Source: an optimization exercise on an open RTL-to-GDS flow (aim: small area, a short achievable clock period and few clock cycles). Production flows keep margins and buffers that such runs may drop. The RTL was checked by simulation tests, not by an equivalence proof against the original design. No activity file was given, so power comes from the tool's default toggle rates.

$ cat config.mk
export PLATFORM = sky130hd
export DESIGN_NAME = fce_hdr
export DESIGN_NICKNAME = fce_hdr
export VERILOG_FILES = /design/flow/design.v
export SDC_FILE = /design/flow/constraint.sdc
export NUM_CORES = 4
export LEC_CHECK = 0
export CAP_MARGIN = 20
export CORE_MARGIN = 2
export CORE_UTILIZATION = 25
export PLACE_DENSITY = 0.35
export SETUP_SLACK_MARGIN = 2.5
export SLEW_MARGIN = 20
$ cat constraint.sdc
create_clock -name core_clock -period 8.0 [get_ports {clk}]
set_input_delay 1.6000 -clock core_clock [delete_from_list [all_inputs] [get_ports {clk}]]
set_output_delay 1.6000 -clock core_clock [all_outputs]
set_load 0.01 [all_outputs]
$ cat design.v
module fce_hdr (
    input             clk,
    input             rst,
    input             bus_req,
    input             bus_we,
    input      [12:0] bus_addr,
    input      [1:0]  bus_size,
    input      [31:0] bus_wdata,
    output            bus_ack,
    output reg        bus_err,
    output reg [31:0] bus_rdata
);
    localparam [15:0]  RECOG_MGMT = 16'h2533;
    localparam [15:0]  RECOG_CTRL = 16'h3B04;
    localparam [15:0]  RECOG_DATA = 16'h0101;
    localparam [3:0] E_OK      = 4'd0;
    localparam [3:0] E_SHORT   = 4'd1;
    localparam [3:0] E_UNKNOWN = 4'd2;
    localparam [3:0] E_BOUNDS  = 4'd4;
    localparam [3:0] E_BADCMD  = 4'd7;
    localparam [3:0] E_REFUSED = 4'd8;
    localparam [3:0] E_NOTDATA = 4'd9;
    localparam [3:0] E_FATAL   = 4'd10;
    localparam [3:0] C_ADDR4    = 4'd1;
    localparam [3:0] C_HDR_ENUM = 4'd2;
    localparam [2:0] M_IDLE  = 3'd0;
    localparam [2:0] M_ENC   = 3'd1;    
    localparam [2:0] M_DCHK1 = 3'd2;    
    localparam [2:0] M_DCHK2 = 3'd3;    
    localparam [2:0] M_DCHK3 = 3'd5;    
    localparam [2:0] M_DFILL = 3'd4;    
    reg [3:0]  st_err;
    reg        st_fatal;
    reg [3:0]  st_fcause;
    reg [7:0]  st_last_opc;
    reg [11:0] buf_off;
    reg [12:0] in_len;
    reg [5:0]  result_len;      
    reg [15:0] hdr_fc;
    reg [15:0] hdr_dur;
    reg [47:0] hdr_a1;
    reg [47:0] hdr_a2;
    reg [47:0] hdr_a3;
    reg [47:0] hdr_a4;
    reg [15:0] hdr_seq;
    reg [15:0] hdr_qos;
    reg [31:0] hdr_htc;
    reg        res_ok;
    reg        res_tods;
    reg        res_fromds;
    reg [47:0] res_s1;
    reg [47:0] res_s2;
    reg [47:0] res_s3;
    reg [47:0] res_s4;
    reg [1023:0] fbuf;          
    reg [2:0]  mv;
    reg [4:0]  mv_ptr;          
    reg [1:0]  mv_ph;           
    reg [3:0]  mv_cnt;          
    reg [5:0]  mv_size;
    reg        mv_h4;
    reg [31:0] mv_prev;         
    function recognized(input [15:0] fc);
        begin
            case (fc[3:2])
                2'd0:    recognized = RECOG_MGMT[fc[7:4]];
                2'd1:    recognized = RECOG_CTRL[fc[7:4]];
                2'd2:    recognized = RECOG_DATA[fc[7:4]];
                default: recognized = 1'b0;
            endcase
        end
    endfunction
    function has4(input [15:0] fc);
        has4 = (fc[3:2] == 2'd2) && fc[8] && fc[9];
    endfunction
    function [5:0] hdr_size(input [15:0] fc);
        reg is_short, qos, htc;
        begin
            is_short = (fc[3:2] == 2'd1) && (fc[7:4] == 4'd12 || fc[7:4] == 4'd13);
            qos      = (fc[3:2] == 2'd2) && fc[7];
            htc      = qos && fc[15];
            if (fc[3:2] == 2'd0)
                hdr_size = 6'd24;
            else if (fc[3:2] == 2'd1)
                hdr_size = is_short ? 6'd10 : 6'd16;
            else
                hdr_size = 6'd24 + (has4(fc) ? 6'd6 : 6'd0)
                                 + (qos ? 6'd2 : 6'd0)
                                 + (htc ? 6'd4 : 6'd0);
        end
    endfunction
    wire       is_buf = bus_addr[12];
    wire [5:0] ridx   = bus_addr[7:2];       
    wire [4:0] bword  = bus_addr[6:2];       
    reg reg_mapped;
    always @(*) begin
        case (ridx)
            6'h00, 6'h01, 6'h02, 6'h03, 6'h04, 6'h05, 6'h06, 6'h07, 6'h08,
            6'h10, 6'h11, 6'h12, 6'h13, 6'h14, 6'h15, 6'h16, 6'h17, 6'h18,
            6'h19, 6'h1A, 6'h1B, 6'h1C,
            6'h20, 6'h21, 6'h22, 6'h23, 6'h24, 6'h25, 6'h26, 6'h27, 6'h28,
            6'h29, 6'h2A:
                reg_mapped = 1'b1;
            default:
                reg_mapped = 1'b0;
        endcase
    end
    wire buf_aligned = (bus_size == 2'd0) ||
                       (bus_size == 2'd1 && bus_addr[0] == 1'b0) ||
                       (bus_size == 2'd2 && bus_addr[1:0] == 2'b00);
    wire buf_legal = (bus_size != 2'd3) && buf_aligned && (bus_addr[11:7] == 5'd0);
    wire reg_legal = (bus_size == 2'd2) && (bus_addr[1:0] == 2'b00) &&
                     (bus_addr[11:8] == 4'd0) && reg_mapped;
    wire acc_legal = is_buf ? buf_legal : reg_legal;
    wire [7:0]  w_opc     = bus_wdata[7:0];
    wire        w_illegal = (w_opc > 8'h05) || (bus_wdata[31:8] != 24'd0);
    wire mv_busy = (mv != M_IDLE);
    wire mv_dec  = (mv == M_DCHK1) || (mv == M_DCHK2) || (mv == M_DCHK3) || (mv == M_DFILL);
    wire mv_chk  = (mv == M_DCHK1) || (mv == M_DCHK2) || (mv == M_DCHK3);
    wire is_hdr  = (ridx[5:4] == 2'b01);
    reg [3:0] hdr_last;
    always @(*) begin
        case (ridx[3:0])
            4'h0, 4'h1: hdr_last = 4'd0;
            4'h2:       hdr_last = 4'd1;
            4'h3:       hdr_last = 4'd2;
            4'h4, 4'h5: hdr_last = 4'd3;
            4'h6:       hdr_last = 4'd4;
            4'h7, 4'hA: hdr_last = 4'd5;
            4'h8:       hdr_last = 4'd6;
            4'h9:       hdr_last = 4'd7;
            4'hB:       hdr_last = mv_h4 ? 4'd7 : 4'd6;
            default:    hdr_last = mv_h4 ? 4'd8 : 4'd7;
        endcase
    end
    reg stall;
    always @(*) begin
        stall = 1'b0;
        if (mv_busy) begin
            if (bus_we)
                stall = 1'b1;
            else if (is_buf)
                stall = mv_dec || (bword >= mv_ptr);
            else if (mv_chk)
                stall = is_hdr || ridx == 6'h05 || ridx == 6'h08;
            else if (mv == M_DFILL)
                stall = is_hdr && (hdr_last >= mv_cnt);
        end
    end
    assign bus_ack = bus_req && !stall;
    wire   fire    = bus_req && !stall && acc_legal;
    wire   reg_wr  = fire && bus_we && !is_buf;
    wire   buf_wr  = fire && bus_we && is_buf;
    wire   cmd_run = reg_wr && ridx == 6'h04 && !st_fatal && !w_illegal;
    wire [4:0]  rsel  = mv_dec ? mv_ptr : bword;
    wire [31:0] rword = fbuf[rsel*32 +: 32];
    reg [31:0] buf_rval;
    always @(*) begin
        case (bus_size)
            2'd0: case (bus_addr[1:0])
                2'd0:    buf_rval = {24'd0, rword[7:0]};
                2'd1:    buf_rval = {24'd0, rword[15:8]};
                2'd2:    buf_rval = {24'd0, rword[23:16]};
                default: buf_rval = {24'd0, rword[31:24]};
            endcase
            2'd1:    buf_rval = {16'd0, bus_addr[1] ? rword[31:16] : rword[15:0]};
            default: buf_rval = rword;
        endcase
    end
    reg [31:0] reg_rval;
    always @(*) begin
        case (ridx)
            6'h00: reg_rval = 32'h46434501;
            6'h01: reg_rval = {RECOG_CTRL, RECOG_MGMT};
            6'h02: reg_rval = {16'd0, RECOG_DATA};
            6'h03: reg_rval = 32'd128;
            6'h05: reg_rval = {8'd0, st_last_opc, st_fcause, 3'd0, st_fatal, 4'd0, st_err};
            6'h06: reg_rval = {20'd0, buf_off};
            6'h07: reg_rval = {19'd0, in_len};
            6'h08: reg_rval = {26'd0, result_len};
            6'h10: reg_rval = {16'd0, hdr_fc};
            6'h11: reg_rval = {16'd0, hdr_dur};
            6'h12: reg_rval = hdr_a1[31:0];
            6'h13: reg_rval = {16'd0, hdr_a1[47:32]};
            6'h14: reg_rval = hdr_a2[31:0];
            6'h15: reg_rval = {16'd0, hdr_a2[47:32]};
            6'h16: reg_rval = hdr_a3[31:0];
            6'h17: reg_rval = {16'd0, hdr_a3[47:32]};
            6'h18: reg_rval = hdr_a4[31:0];
            6'h19: reg_rval = {16'd0, hdr_a4[47:32]};
            6'h1A: reg_rval = {16'd0, hdr_seq};
            6'h1B: reg_rval = {16'd0, hdr_qos};
            6'h1C: reg_rval = hdr_htc;
            6'h20: reg_rval = {27'd0, res_ok & res_is4, res_ok & res_is4, res_ok & !res_is4, res_ok, res_ok};
            default: reg_rval = 32'd0;    
        endcase
    end
    wire res_is4 = res_tods & res_fromds;
    wire       role_da  = (ridx == 6'h21 || ridx == 6'h22);
    wire       role_sa  = (ridx == 6'h23 || ridx == 6'h24);
    wire       role_bs  = (ridx == 6'h25 || ridx == 6'h26);
    wire       role_ra  = (ridx == 6'h27 || ridx == 6'h28);
    wire       role_ta  = (ridx == 6'h29 || ridx == 6'h2A);
    wire sel_s1 = res_ok && ((role_da && !res_tods) || (role_bs && res_tods && !res_fromds) ||
                             (role_ra && res_is4));
    wire sel_s2 = res_ok && ((role_sa && !res_fromds) || (role_bs && !res_tods && res_fromds) ||
                             (role_ta && res_is4));
    wire sel_s3 = res_ok && ((role_da && res_tods) || (role_sa && !res_tods && res_fromds) ||
                             (role_bs && !res_tods && !res_fromds));
    wire sel_s4 = res_ok && (role_sa && res_is4);
    wire [47:0] res_word = ({48{sel_s1}} & res_s1) | ({48{sel_s2}} & res_s2) |
                           ({48{sel_s3}} & res_s3) | ({48{sel_s4}} & res_s4);
    wire [31:0] res_rval = ridx[0] ? res_word[31:0] : {16'd0, res_word[47:32]};
    always @(*) begin
        bus_err   = !acc_legal;
        bus_rdata = is_buf ? buf_rval : (reg_rval | res_rval);
    end
    wire        fc_recog = recognized(hdr_fc);
    wire [5:0]  fc_size  = hdr_size(hdr_fc);
    wire        fc_data  = (hdr_fc[3:2] == 2'd2);
    wire [12:0] enc_end  = {1'b0, buf_off} + {7'd0, fc_size};
    wire [13:0] dec_end  = {2'd0, buf_off} + {1'b0, in_len};
    reg  [7:0]  d_hi;
    wire [15:0] d_fc   = (mv_ph == 2'd0) ? mv_prev[15:0] :
                         (mv_ph == 2'd1) ? mv_prev[23:8] :
                         (mv_ph == 2'd2) ? mv_prev[31:16] : {d_hi, mv_prev[31:24]};
    wire        d_rec  = recognized(d_fc);
    wire        d_h4   = has4(d_fc);
    wire [5:0]  d_size = hdr_size(d_fc);
    reg [31:0] hword;
    always @(*) begin
        case (mv_cnt)
            4'd0:    hword = {hdr_dur, hdr_fc};
            4'd1:    hword = hdr_a1[31:0];
            4'd2:    hword = {hdr_a2[15:0], hdr_a1[47:32]};
            4'd3:    hword = hdr_a2[47:16];
            4'd4:    hword = hdr_a3[31:0];
            4'd5:    hword = {hdr_seq, hdr_a3[47:32]};
            4'd6:    hword = mv_h4 ? hdr_a4[31:0] : {hdr_htc[15:0], hdr_qos};
            4'd7:    hword = mv_h4 ? {hdr_qos, hdr_a4[47:32]} : {16'd0, hdr_htc[31:16]};
            4'd8:    hword = hdr_htc;
            default: hword = 32'd0;
        endcase
    end
    wire [63:0] enc_pair  = {hword, mv_prev};
    wire [31:0] enc_lanes = enc_pair[(6'd32 - {mv_ph, 3'd0}) +: 32];
    wire [6:0] enc_k4 = {1'b0, mv_cnt, 2'b00} + 7'd4 - {5'd0, mv_ph};
    reg  [3:0] enc_mask;
    integer b;
    always @(*) begin
        for (b = 0; b < 4; b = b + 1)
            enc_mask[b] = (enc_k4 + b >= 7'd4) && (enc_k4 + b < {1'b0, mv_size} + 7'd4);
    end
    wire enc_last = (enc_k4 >= {1'b0, mv_size});
    wire [63:0] dec_pair  = {rword, mv_prev};
    wire [31:0] dec_word  = dec_pair[{mv_ph, 3'd0} +: 32];
    wire [6:0]  dec_k     = {1'b0, mv_cnt, 2'b00};
    wire        dec_last  = (dec_k + 7'd4 >= {1'b0, mv_size});
    reg [35:0] wen;
    integer k;
    always @(*) begin
        for (k = 0; k < 36; k = k + 1)
            wen[k] = (mv == M_DFILL) && (mv_cnt == k / 4) && (k < mv_size);
    end
    wire        enc_on = (mv == M_ENC);
    wire [4:0]  wsel   = enc_on ? mv_ptr : bword;
    reg  [3:0]  bmask;
    always @(*) begin
        case (bus_size)
            2'd0:    bmask = 4'b0001 << bus_addr[1:0];
            2'd1:    bmask = bus_addr[1] ? 4'b1100 : 4'b0011;
            default: bmask = 4'b1111;
        endcase
    end
    wire [3:0]  wmask  = enc_on ? enc_mask : (buf_wr ? bmask : 4'b0000);
    wire [31:0] blanes = {(bus_size == 2'd0) ? bus_wdata[7:0] :
                          (bus_size == 2'd1) ? bus_wdata[15:8] : bus_wdata[31:24],
                          (bus_size == 2'd2) ? bus_wdata[23:16] : bus_wdata[7:0],
                          (bus_size == 2'd0) ? bus_wdata[7:0] : bus_wdata[15:8],
                          bus_wdata[7:0]};
    wire [31:0] wlanes = enc_on ? enc_lanes : blanes;
    integer wi, li;
    always @(posedge clk) begin
        for (wi = 0; wi < 32; wi = wi + 1)
            for (li = 0; li < 4; li = li + 1)
                if (!rst && wsel == wi && wmask[li])
                    fbuf[wi*32 + li*8 +: 8] <= wlanes[li*8 +: 8];
    end
    task finish_cmd(input [3:0] err, input [5:0] rlen);
        begin
            st_err     <= err;
            result_len <= rlen;
        end
    endtask
    task raise_fatal(input [3:0] cause);
        begin
            st_err     <= E_FATAL;
            st_fatal   <= 1'b1;
            st_fcause  <= cause;
            result_len <= 6'd0;
        end
    endtask
    integer i;
    always @(posedge clk) begin
        if (rst) begin
            st_err      <= E_OK;
            st_fatal    <= 1'b0;
            st_fcause   <= 4'd0;
            st_last_opc <= 8'd0;
            buf_off     <= 12'd0;
            in_len      <= 13'd0;
            result_len  <= 6'd0;
            res_ok      <= 1'b0;
            res_tods    <= 1'b0;
            res_fromds  <= 1'b0;
            mv          <= M_IDLE;
        end else begin
            if (reg_wr) begin
                case (ridx)
                6'h06: buf_off <= bus_wdata[11:0];
                6'h07: in_len  <= bus_wdata[12:0];
                6'h04: begin
                    st_last_opc <= w_opc;
                    if (st_fatal)
                        finish_cmd(E_REFUSED, 6'd0);
                    else if (w_illegal)
                        finish_cmd(E_BADCMD, 6'd0);
                    else begin
                        case (w_opc[2:0])
                        3'd0:
                            finish_cmd(E_OK, 6'd0);
                        3'd1:
                            if (!fc_recog) raise_fatal(C_HDR_ENUM);
                            else finish_cmd(E_OK, fc_size);
                        3'd2:
                            if (!fc_recog) raise_fatal(C_HDR_ENUM);
                            else if (enc_end > 13'd128) finish_cmd(E_BOUNDS, 6'd0);
                            else begin
                                finish_cmd(E_OK, fc_size);
                                mv      <= M_ENC;
                                mv_ptr  <= buf_off[6:2];
                                mv_ph   <= buf_off[1:0];
                                mv_cnt  <= 4'd0;
                                mv_size <= fc_size;
                                mv_h4   <= has4(hdr_fc);
                            end
                        3'd3:
                            if (dec_end > 14'd128) finish_cmd(E_BOUNDS, 6'd0);
                            else if (in_len < 13'd2) finish_cmd(E_SHORT, 6'd0);
                            else begin
                                mv      <= M_DCHK1;
                                mv_ptr  <= buf_off[6:2];
                                mv_ph   <= buf_off[1:0];
                                mv_cnt  <= 4'd0;
                            end
                        3'd4:
                            if (!fc_recog) raise_fatal(C_HDR_ENUM);
                            else if (!fc_data) finish_cmd(E_NOTDATA, 6'd0);
                            else begin
                                finish_cmd(E_OK, 6'd0);
                                res_ok     <= 1'b1;
                                res_tods   <= hdr_fc[8];
                                res_fromds <= hdr_fc[9];
                            end
                        default:          
                            finish_cmd(E_OK, 6'd0);
                        endcase
                    end
                end
                default: ;    
                endcase
            end
            case (mv)
            M_ENC: begin
                mv_prev <= hword;
                mv_ptr  <= mv_ptr + 5'd1;
                mv_cnt  <= mv_cnt + 4'd1;
                if (enc_last) mv <= M_IDLE;
            end
            M_DCHK1: begin
                mv_prev <= rword;
                mv_ptr  <= mv_ptr + 5'd1;
                mv      <= (mv_ph == 2'd3) ? M_DCHK2 : M_DCHK3;
            end
            M_DCHK2: begin
                d_hi <= rword[7:0];
                mv   <= M_DCHK3;
            end
            M_DCHK3: begin
                if (!d_rec) begin
                    finish_cmd(E_UNKNOWN, 6'd0);
                    mv <= M_IDLE;
                end else if (d_h4 && in_len < 13'd30) begin
                    raise_fatal(C_ADDR4);
                    mv <= M_IDLE;
                end else if (in_len < {7'd0, d_size}) begin
                    finish_cmd(E_SHORT, 6'd0);
                    mv <= M_IDLE;
                end else begin
                    finish_cmd(E_OK, d_size);
                    mv      <= M_DFILL;
                    mv_size <= d_size;
                    mv_h4   <= d_h4;
                end
            end
            M_DFILL: begin
                mv_prev <= rword;
                mv_ptr  <= mv_ptr + 5'd1;
                mv_cnt  <= mv_cnt + 4'd1;
                if (dec_last) mv <= M_IDLE;
            end
            default: ;
            endcase
        end
    end
    always @(posedge clk) begin
        if (!rst && cmd_run && w_opc[2:0] == 3'd4 && fc_recog && fc_data) begin
            res_s1 <= hdr_a1;
            res_s2 <= hdr_a2;
            res_s3 <= hdr_a3;
            res_s4 <= hdr_a4;
        end
    end
    wire dchk_pass = (mv == M_DCHK3) && d_rec &&
                     !(d_h4 && in_len < 13'd30) && !(in_len < {7'd0, d_size});
    wire hclr = rst || (cmd_run && w_opc[2:0] == 3'd5) || dchk_pass;
    wire dfill = (mv == M_DFILL);
    wire [31:0] hw_s = hclr ? 32'd0 : dfill ? dec_word : bus_wdata;
    wire [31:0] hw_w = hclr ? 32'd0 : dfill ? {dec_word[15:0], dec_word[31:16]} : bus_wdata;
    wire [31:0] hw_q = mv_h4 ? hw_w : hw_s;    
    wire [31:0] hw_h = mv_h4 ? hw_s : hw_w;    
    wire hwr = reg_wr;
    always @(posedge clk) begin
        for (i = 0; i < 2; i = i + 1) begin
            if (hclr || (hwr && ridx == 6'h10) || wen[0 + i])  hdr_fc[i*8 +: 8]  <= hw_s[i*8 +: 8];
            if (hclr || (hwr && ridx == 6'h11) || wen[2 + i])  hdr_dur[i*8 +: 8] <= hw_w[i*8 +: 8];
            if (hclr || (hwr && ridx == 6'h1A) || wen[22 + i]) hdr_seq[i*8 +: 8] <= hw_w[i*8 +: 8];
            if (hclr || (hwr && ridx == 6'h1B) || (mv_h4 ? wen[30 + i] : wen[24 + i]))
                hdr_qos[i*8 +: 8] <= hw_q[i*8 +: 8];
        end
        for (i = 0; i < 6; i = i + 1) begin
            if (hclr || (hwr && ridx == (i < 4 ? 6'h12 : 6'h13)) || wen[4 + i])
                hdr_a1[i*8 +: 8] <= hw_s[(i % 4)*8 +: 8];
            if (hclr || (hwr && ridx == (i < 4 ? 6'h14 : 6'h15)) || wen[10 + i])
                hdr_a2[i*8 +: 8] <= hw_w[(i % 4)*8 +: 8];
            if (hclr || (hwr && ridx == (i < 4 ? 6'h16 : 6'h17)) || wen[16 + i])
                hdr_a3[i*8 +: 8] <= hw_s[(i % 4)*8 +: 8];
            if (hclr || (hwr && ridx == (i < 4 ? 6'h18 : 6'h19)) || (mv_h4 && wen[24 + i]))
                hdr_a4[i*8 +: 8] <= hw_s[(i % 4)*8 +: 8];
        end
        for (i = 0; i < 4; i = i + 1) begin
            if (hclr || (hwr && ridx == 6'h1C) || (mv_h4 ? wen[32 + i] : wen[26 + i]))
                hdr_htc[i*8 +: 8] <= hw_h[i*8 +: 8];
        end
    end
endmodule
$ cat run.sh
#!/bin/bash
# synth_recipe.tcl (not shown) runs the flow's synth.tcl, then flattens the netlist and writes it again
# the make line also repeats each setting of config.mk as NAME=value (left out here)
make -C /OpenROAD-flow-scripts/flow DESIGN_CONFIG=/design/flow/config.mk WORK_HOME=/design/flow/orfs CLKGATE_MAP_FILE= SYNTH_SCRIPT=/design/flow/synth_recipe.tcl finish
==> flow_summary.json, run 1 <==
{
  "status": "no timing/DRC/antenna violations",
  "maxCapViolCount": 0,
  "yosysUniqueCellTypes": 112,
  "max_freq_mhz": 158,
  "power_mw": 20.0,
  "setup_viol": 0,
  "crit_arrival_ns": 4.74,
  "grtUsageTotal": 0.246,
  "rrSetupSlack_ns": 2.47,
  "crit_type": "input port to output pin",
  "syn2layout_area_growth_pct": 29.6,
  "synthesis.nets": 5873,
  "dp_hpwl_um": 264000,
  "synth-seq-cells": 1610,
  "die-area_um2": 301000,
  "crit_fanout": 5,
  "rsz0062_at_grt": "yes",
  "drc": 0,
  "synth_flop_cell": "edfxtp_1",
  "cts_tree": "built",
  "synthSimpleGateAreaFrac": 0.112,
  "max_slew.worst_pin.slew_ns": 1.30,
  "end_kind": "output pin",
  "post-route-period-util": 0.793,
  "yosysTopAreaCell": "edfxtp_1",
  "worst_setup_path_start_kind": "input port",
  "place_ws_ns": -0.305,
  "start_util": 0.251,
  "io_buffer_count": 84,
  "min_to": "st_last_opc[7]",
  "wl_per_cell_um": 36.7,
  "synthesis.area_um2": 74200,
  "num-fill-cells": 29300,
  "min-delay-start": "st_last_opc[7]",
  "core_um2": 296000,
  "vias": 56900,
  "path_clk_slew_ns": 0.06,
  "final.setup_skew_ns": 0.0918,
  "yosys-top-cells-area": "edfxtp_1 (63%), mux2i_1 (4.3%), nand2_1 (3.9%)",
  "finalMaxSlewViolations": 0,
  "synth_most_common_cell": "edfxtp_1",
  "final_core_util": 0.325,
  "synthMuxAreaShare": 0.0736,
  "synth_top_family_by_area": "compound AO/OA/AOI/OAI gates",
  "chipWidth_um": 549,
  "io_pins": 85,
  "clockRootBuffer": "clkbuf_16",
  "clock_latency_ns": 0.91,
  "placed_cell_area_um2": 82300,
  "synth.avg_cell_area_um2": 13.0,
  "r2r_end": "hdr_a3[5]",
  "fin_crit_ns": 6.34,
  "dr.pass1.iters": 8,
  "yosysSeqAreaShare": 0.644,
  "grt_max_degree": 85,
  "synthArstFlopShare": 0,
  "power_leakage_nw": 32.9,
  "synth_top_area_frac": 0.630,
  "via_per_inst": 5.42,
  "antenna_found_initial": 18,
  "drt_iter0_markers": 7006,
  "fin_ws_ns": 1.66,
  "wl_um": 385000,
  "dieHeight_um": 549,
  "numClockSinks": 1610,
  "synthAdderAreaFrac": 0.0164,
  "required_ns": 6.40,
  "cts_made_buffers": 193,
  "hp-class": "flop to flop",
  "placementRows": 200,
  "synth_edf_count": 1557,
  "clockBufferDepth": 4,
  "post-route-cell-area_um2": 96200,
  "synth_warnings": 1,
  "p_per_area_nw_per_um2": 208,
  "r2r-start": "mv_ph[1]",
  "drive_gt1_frac": 0.266,
  "synthCells": 5726,
  "first_global_vias": 54100,
  "overflow": 0,
  "synth.cells.most_frequent": "edfxtp_1 (1,557), nand2_1 (769), nor2_1 (449), mux2i_1 (318), a21oi_1 (250)",
  "slew_headroom": 0.133,
  "hold_viol": 0,
  "antenna_left": 0,
  "grt_pass1_wl_um": 506000,
  "ir_worst_vdd_mv": 0.177,
  "worst-r2r-cell-count": 25,
  "synth-xor-area-share": 0.00460,
  "final_net_count": 6551,
  "gp_congestion": 0.923,
  "htree_levels": 4,
  "synth_compound_area_frac": 0.123,
  "whs_path_depth": 2
}
-- critical path, stage by stage --
cell	delay, ns
buf_6	0.12
inv_4	0.06
mux2i_4	0.07
buf_12	0.15
buf_12	0.15
buf_4	0.15
bufbuf_16	0.28
nor2_4	0.19
buf_6	0.17
a32oi_2	0.10
nand3_1	0.13
nand4_1	0.12
buf_6	0.17
nand3_4	0.10
nand4_1	0.40
buf_4	0.31
o32a_1	0.23
buf_2	0.17
-- state kept, by name (all words and copies together) (netlist names), 13 cells and up --
register  count
fbuf       1024
hdr_a1       48
hdr_a2       48
hdr_a3       48
hdr_a4       48
hdr_dur      16
hdr_fc       16
hdr_htc      32
hdr_qos      16
hdr_seq      16
in_len       13
mv_prev      32
res_s1       48
res_s2       48
res_s3       48
res_s4       48
-- logic make-up (layout without fill, tap and decap cells) --
group                      count (synthesis)  after routing
muxes                                    434            437
adders and majority gates                 96             96
other                                      0              5
buffers and inverters                    435           1255
xor gates and xnor gates                  36             36
and+or+nand+nor                         1833           1834
AOI/OAI and AO/OA                       1282           1283
DFF                                     1610           1610
-- final cells by class --
type                       instances  area, um^2  area share
multi-input combinational       3686       27900       0.290
clock inverter                   109         856     0.00890
timing repair buffer             844        9350      0.0972
inverter                          69         277     0.00288
antenna                            5        12.5    0.000130
tap                             3939        4930      0.0512
sequential                      1610       47800       0.497
clock buffer                     233        5030      0.0523
-- cell usage in the layout, fill, tap and decap left out, types with 27 or more instances in the layout --
cell type / n
a32oi_1: 42
clkinv_2: 35
a22oi_1: 158
clkdlybuf4s50_1: 39
ha_1: 90
a221o_1: 36
buf_6: 120
clkbuf_16: 201
o21ai_1: 38
edfxtp_1: 1557
a22o_1: 29
mux4_2: 85
mux2i_1: 292
a21oi_2: 28
a21oi_1: 206
buf_4: 504
nand2b_1: 34
a222oi_1: 44
nor2_4: 38
a21o_1: 30
clkbuf_1: 36
clkinv_1: 40
nand3_1: 204
nand4_1: 81
nand2_1: 742
o21a_1: 27
nor2_2: 83
o22ai_1: 52
nor3_1: 38
inv_1: 61
buf_12: 81
dfxtp_1: 51
o21ai_0: 88
o21ai_2: 35
nor2_1: 332
buf_16: 39
a221oi_1: 75
a211oi_1: 37
-- where the power goes --
part           internal, mW  switching, mW  leakage [nW]
Sequential             9.39          0.132          14.8
Combinational         0.732           1.28          15.2
Clock                  4.79           3.71          2.87
Total                  14.9           5.12          32.9
-- worst max-delay path by stage --
stage,from,end,slack (ns)
global placement,bus_addr[3],bus_rdata[4],-0.28
global route,mv[1],bus_rdata[6],1.59
detailed placement,bus_addr[3],bus_rdata[4],-0.30
floorplan,bus_addr[5],res_s1[0],-0.60
finish,bus_addr[3],bus_rdata[6],1.66
CTS,mv_ph[1],hdr_htc[12],1.73
-- routing by layer --
layer | global-route usage | vias up | part of all wire
li1 | - | 23800 | -
met2 | 0.398 | 2703 | 0.46
met1 | 0.321 | 29700 | 0.41
met5 | 0 | - | 0.000029
met3 | 0.0377 | 693 | 0.068
met4 | 0.121 | 2 | 0.062
-- per-stage QoR --
| step | hold slack, ns | TNS, ns | std cells |
|---|---|---|---|
| floorplan | 0.431 | -115.63 | 5726 |
| CTS | 0.453 | 0 | 10300 |
| finish | 0.454 | 0 | 10500 |
| global route | 0.460 | 0 | 10500 |
| global placement | 0.438 | -0.684 | 9767 |
| detailed placement | 0.447 | -0.491 | 9770 |
-- what timing repair did --
action / CTS / global route
pin swaps: 97 / 79
resized for setup: 584 / 408
hold buffers: 0 / 0
gates cloned: 38 / 10
endpoints found under the setup margin: 1707 / 1638
buffers inserted: 185 / 138
Testbench counts, summed over its fixed seeds: cycles 21,795.
==> inputs of run 2 (changes only) <==
--- a/design.v
+++ b/design.v
@@ -153,6 +153,12 @@
     wire   buf_wr  = fire && bus_we && is_buf;
     wire   cmd_run = reg_wr && ridx == 6'h04 && !st_fatal && !w_illegal;
-    wire [4:0]  rsel  = mv_dec ? mv_ptr : bword;
-    wire [31:0] rword = fbuf[rsel*32 +: 32];
+    reg  [31:0] rword;
+    integer ri;
+    always @(*) begin
+        rword = 32'd0;
+        for (ri = 0; ri < 32; ri = ri + 1)
+            if (mv_dec ? (mv_ptr == ri) : (bword == ri))
+                rword = rword | fbuf[ri*32 +: 32];
+    end
     reg [31:0] buf_rval;
     always @(*) begin
--- a/config.mk
+++ b/config.mk
@@ -8,6 +8,6 @@
 export CAP_MARGIN = 20
 export CORE_MARGIN = 2
-export CORE_UTILIZATION = 25
-export PLACE_DENSITY = 0.35
+export CORE_UTILIZATION = 45
+export PLACE_DENSITY = 0.6
 export SETUP_SLACK_MARGIN = 2.5
 export SLEW_MARGIN = 20
==> run 2 against run 1 <==
Against the previous run: design area decreased by 3.7%; first-iteration DRC count is 77% higher; area after synthesis rose by 0.64%; cell count fell by 15%; global-route usage is 20 points higher; routed wire length grew 1.1%; utilization grew 24 points; clock skew is 0.043 ns lower; combinational power down 13%; total power decreased by 3.2%; largest power group unchanged.
==> flow_summary.json, run 2 <==
{
  "cts-hold-fix-buffers": 0,
  "dr.pass1.iters": 24,
  "final_cell_mix": "edfxtp_1 (1,557), buf_4 (593), nor2_1 (441)",
  "rrSetupSlack_ns": 2.38,
  "regMostFlops": "fbuf",
  "hold_ws_ns": 0.480,
  "drive_gt1_frac": 0.241,
  "die-area_um2": 169000,
  "syn2layout_area_growth_pct": 24.0,
  "largest_reg_flops": 1024,
  "synth_warnings": 1,
  "wl_um": 389000,
  "clockRootBuffer": "clkbuf_16",
  "num-fill-cells": 13600,
  "final_common_cell": "edfxtp_1",
  "slew_headroom": 0.156,
  "internal_power_mw": 14.5,
  "grt_pass1_wl_um": 515000,
  "wl_per_cell_um": 43.7,
  "yosys-top-cells-area": "edfxtp_1 (63%), a22oi_1 (3.2%), mux2i_1 (2.8%)",
  "endpoint": "bus_rdata[7]",
  "yosysSeqAreaShare": 0.640,
  "ir_worst_vdd_mv": 0.260,
  "crit_chain": "buf_16, bufbuf_16, nand3b_1, o31ai_1, a21oi_1, nand4_1, or3_4, mux2i_1, o211ai_1, o31a_1, buf_2",
  "final.setup_skew_ns": 0.0490,
  "chipWidth_um": 411,
  "synthesis.area_um2": 74700,
  "final_net_count": 6699,
  "crit_type": "input port to output pin",
  "hold_viol": 0,
  "required_ns": 6.40,
  "clkPwrFrac": 0.420,
  "cts_made_buffers": 170,
  "placementRows": 149,
  "met1_usage": 0.530,
  "r2r-start": "mv_ph[1]",
  "overflow": 0,
  "post-route-cell-area_um2": 92600,
  "min-delay-start": "hdr_a2[10]",
  "grtUsageMet2": 0.640,
  "synthCells": 5938,
  "grt_max_degree": 100,
  "slowest_delay_ns": 0.89,
  "htree_levels": 4,
  "cp_top_family": "compound AO/OA/AOI/OAI gates",
  "setup_viol": 0,
  "fin_cells": 8900,
  "numClockSinks": 1610,
  "synth.cells.most_frequent": "edfxtp_1 (1,557), nor2_1 (496), nand2_1 (425), clkbuf_1 (350), a22oi_1 (319)",
  "clockBufferDepth": 3,
  "max_slew.worst_pin.slew_ns": 1.27,
  "clock_latency_ns": 0.88,
  "crit_arrival_ns": 5.03,
  "r2r_end": "hdr_a1[33]",
  "place_ws_ns": -0.00828,
  "via_per_inst": 7.29,
  "maxCapViolCount": 0,
  "synth_flop_cell": "edfxtp_1",
  "seqCellArea_um2": 47800,
  "post-place-cells": 8272,
  "gp_congestion": 1.11,
  "path_clk_slew_ns": 0.07,
  "gr-usage-met3": 0.177,
  "antenna_found_initial": 22,
  "synth-seq-cells": 1610,
  "p_switching_mw": 4.88,
  "first_global_vias": 59300,
  "fin_ws_ns": 1.37,
  "busiest_layer": "met2",
  "yosysUniqueCellTypes": 85,
  "start_util": 0.453,
  "multi_input_area_um2": 27700,
  "crit_fanout": 13,
  "power_mw": 19.4,
  "yosysTopAreaCell": "edfxtp_1",
  "dp_hpwl_um": 263000,
  "io_buffer_count": 84,
  "synth_edf_count": 1557,
  "final_core_util": 0.561,
  "synth_top_area_frac": 0.626,
  "rsz0062_at_grt": "yes",
  "worst-path-stages": 11,
  "status": "no timing/DRC/antenna violations",
  "cp-startpoint": "bus_addr[6]",
  "tns_ns": 0,
  "synth_most_common_cell": "edfxtp_1",
  "critical_path.slowest_cell": "o31ai_1",
  "synth.avg_cell_area_um2": 12.6,
  "hp-class": "flop to flop",
  "drc": 0,
  "cts_tree": "built",
  "worst_setup_path_start_kind": "input port",
  "core_um2": 165000,
  "end_kind": "output pin",
  "max_freq_mhz": 151,
  "antenna_left": 0,
  "p_comb_frac": 0.090,
  "p_per_area_nw_per_um2": 209,
  "power_leakage_nw": 31.9,
  "synthesis.nets": 6086,
  "post-route-period-util": 0.829,
  "placed_cell_area_um2": 81400,
  "finalMaxSlewViolations": 0,
  "io_pins": 85,
  "fin_crit_ns": 6.63,
  "path_buf_inv": 3,
  "swShare": 0.251,
  "synthArstFlopShare": 0,
  "vias": 64900,
  "sequentialPowerShare": 0.490,
  "grtUsageTotal": 0.449,
  "drt_iter0_markers": 12400,
  "dieHeight_um": 411,
  "worst-r2r-cell-count": 21
}
run 2: metal layers:
| metal | up-vias | routed length, um |
|---|---|---|
| met5 | - | 188 |
| met4 | 18 | 43600 |
| met3 | 1923 | 58300 |
| met2 | 6488 | 161000 |
| met1 | 31500 | 126000 |
| li1 | 24900 | - |
run 2: how the worst min path moves through the flow:
stage | end | slack [ns] | cells past startpoint
CTS | res_s2[42] | 0.48 | 0
global placement | st_fcause[3] | 0.46 | 1
detailed placement | res_s4[18] | 0.47 | 0
floorplan | st_fcause[3] | 0.43 | 1
global route | res_s1[42] | 0.49 | 0
finish | res_s2[10] | 0.48 | 0
run 2: cells by family after synthesis:
logic type      Yosys count  share of synthesized area
mux                     272                     0.0404
xor+xnor                 32                    0.00395
compound gates         1552                      0.150
buf+inv                 507                     0.0264
fa+ha+maj                97                     0.0165
simple gates           1868                      0.123
flops                  1610                      0.640
run 2: cell type report:
class                   count  area share
clock buffers             212      0.0485
flip-flops and latches   1610       0.516
diodes                     18    0.000486
clock inverters           102      0.0124
inverters                  82     0.00353
well taps                2189      0.0296
repair buffers            863      0.0900
multi-input cells        3824       0.299
run 2: repair_timing:
| item | 4_1_cts | 5_1_grt |
|---|---|---|
| pin swaps | 73 | 111 |
| gates cloned | 16 | 6 |
| setup endpoints to repair | 829 | 1318 |
| gates resized for setup | 420 | 345 |
| buffers inserted | 155 | 116 |
run 2: power groups by stage:
stage / sequential, mW / combinational [mW] / clock [mW]
global route: 9.51 / 1.72 / 8.45
floorplan: 9.62 / 0.596 / 0
finish: 9.51 / 1.74 / 8.15
detailed placement: 9.68 / 1.35 / 0
global placement: 9.68 / 1.35 / 0
CTS: 9.50 / 1.50 / 8.12
Testbench counts of run 2, summed over its fixed seeds: cycles 21,795.

==> separate check: timing with driven ports <==
In the flow no input, the clock included, has a driving cell. The finished layouts below were timed again as built, in two steps.
Step 1: set_driving_cell puts a clkbuf_16 on clk and a buf_2 on each other input, an assumption about the parent block.
Step 2 moves the port delays by t, midway between the first and last clock arrival at a register: inputs arrive t later, outputs are due t later. That takes back most of the time a late clock gives input paths.
Three values: no drivers, after step 1, after step 2; two values: the first two.
| run | shift t [ns] | slack for setup (ns) | latest minus earliest clock arrival (ns) |
|---|---|---|---|
| run 1 | 0.960 | 1.655 / 1.585 / 1.605 | 0.093 / 0.093 |
| run 2 | 0.942 | 1.366 / 1.168 / 1.168 | 0.051 / 0.051 |
After both steps setup and hold are still met in every run listed. The setup slack of run 2, which loses most, moves by -0.198 ns with the drivers and by -0.198 ns with both steps.
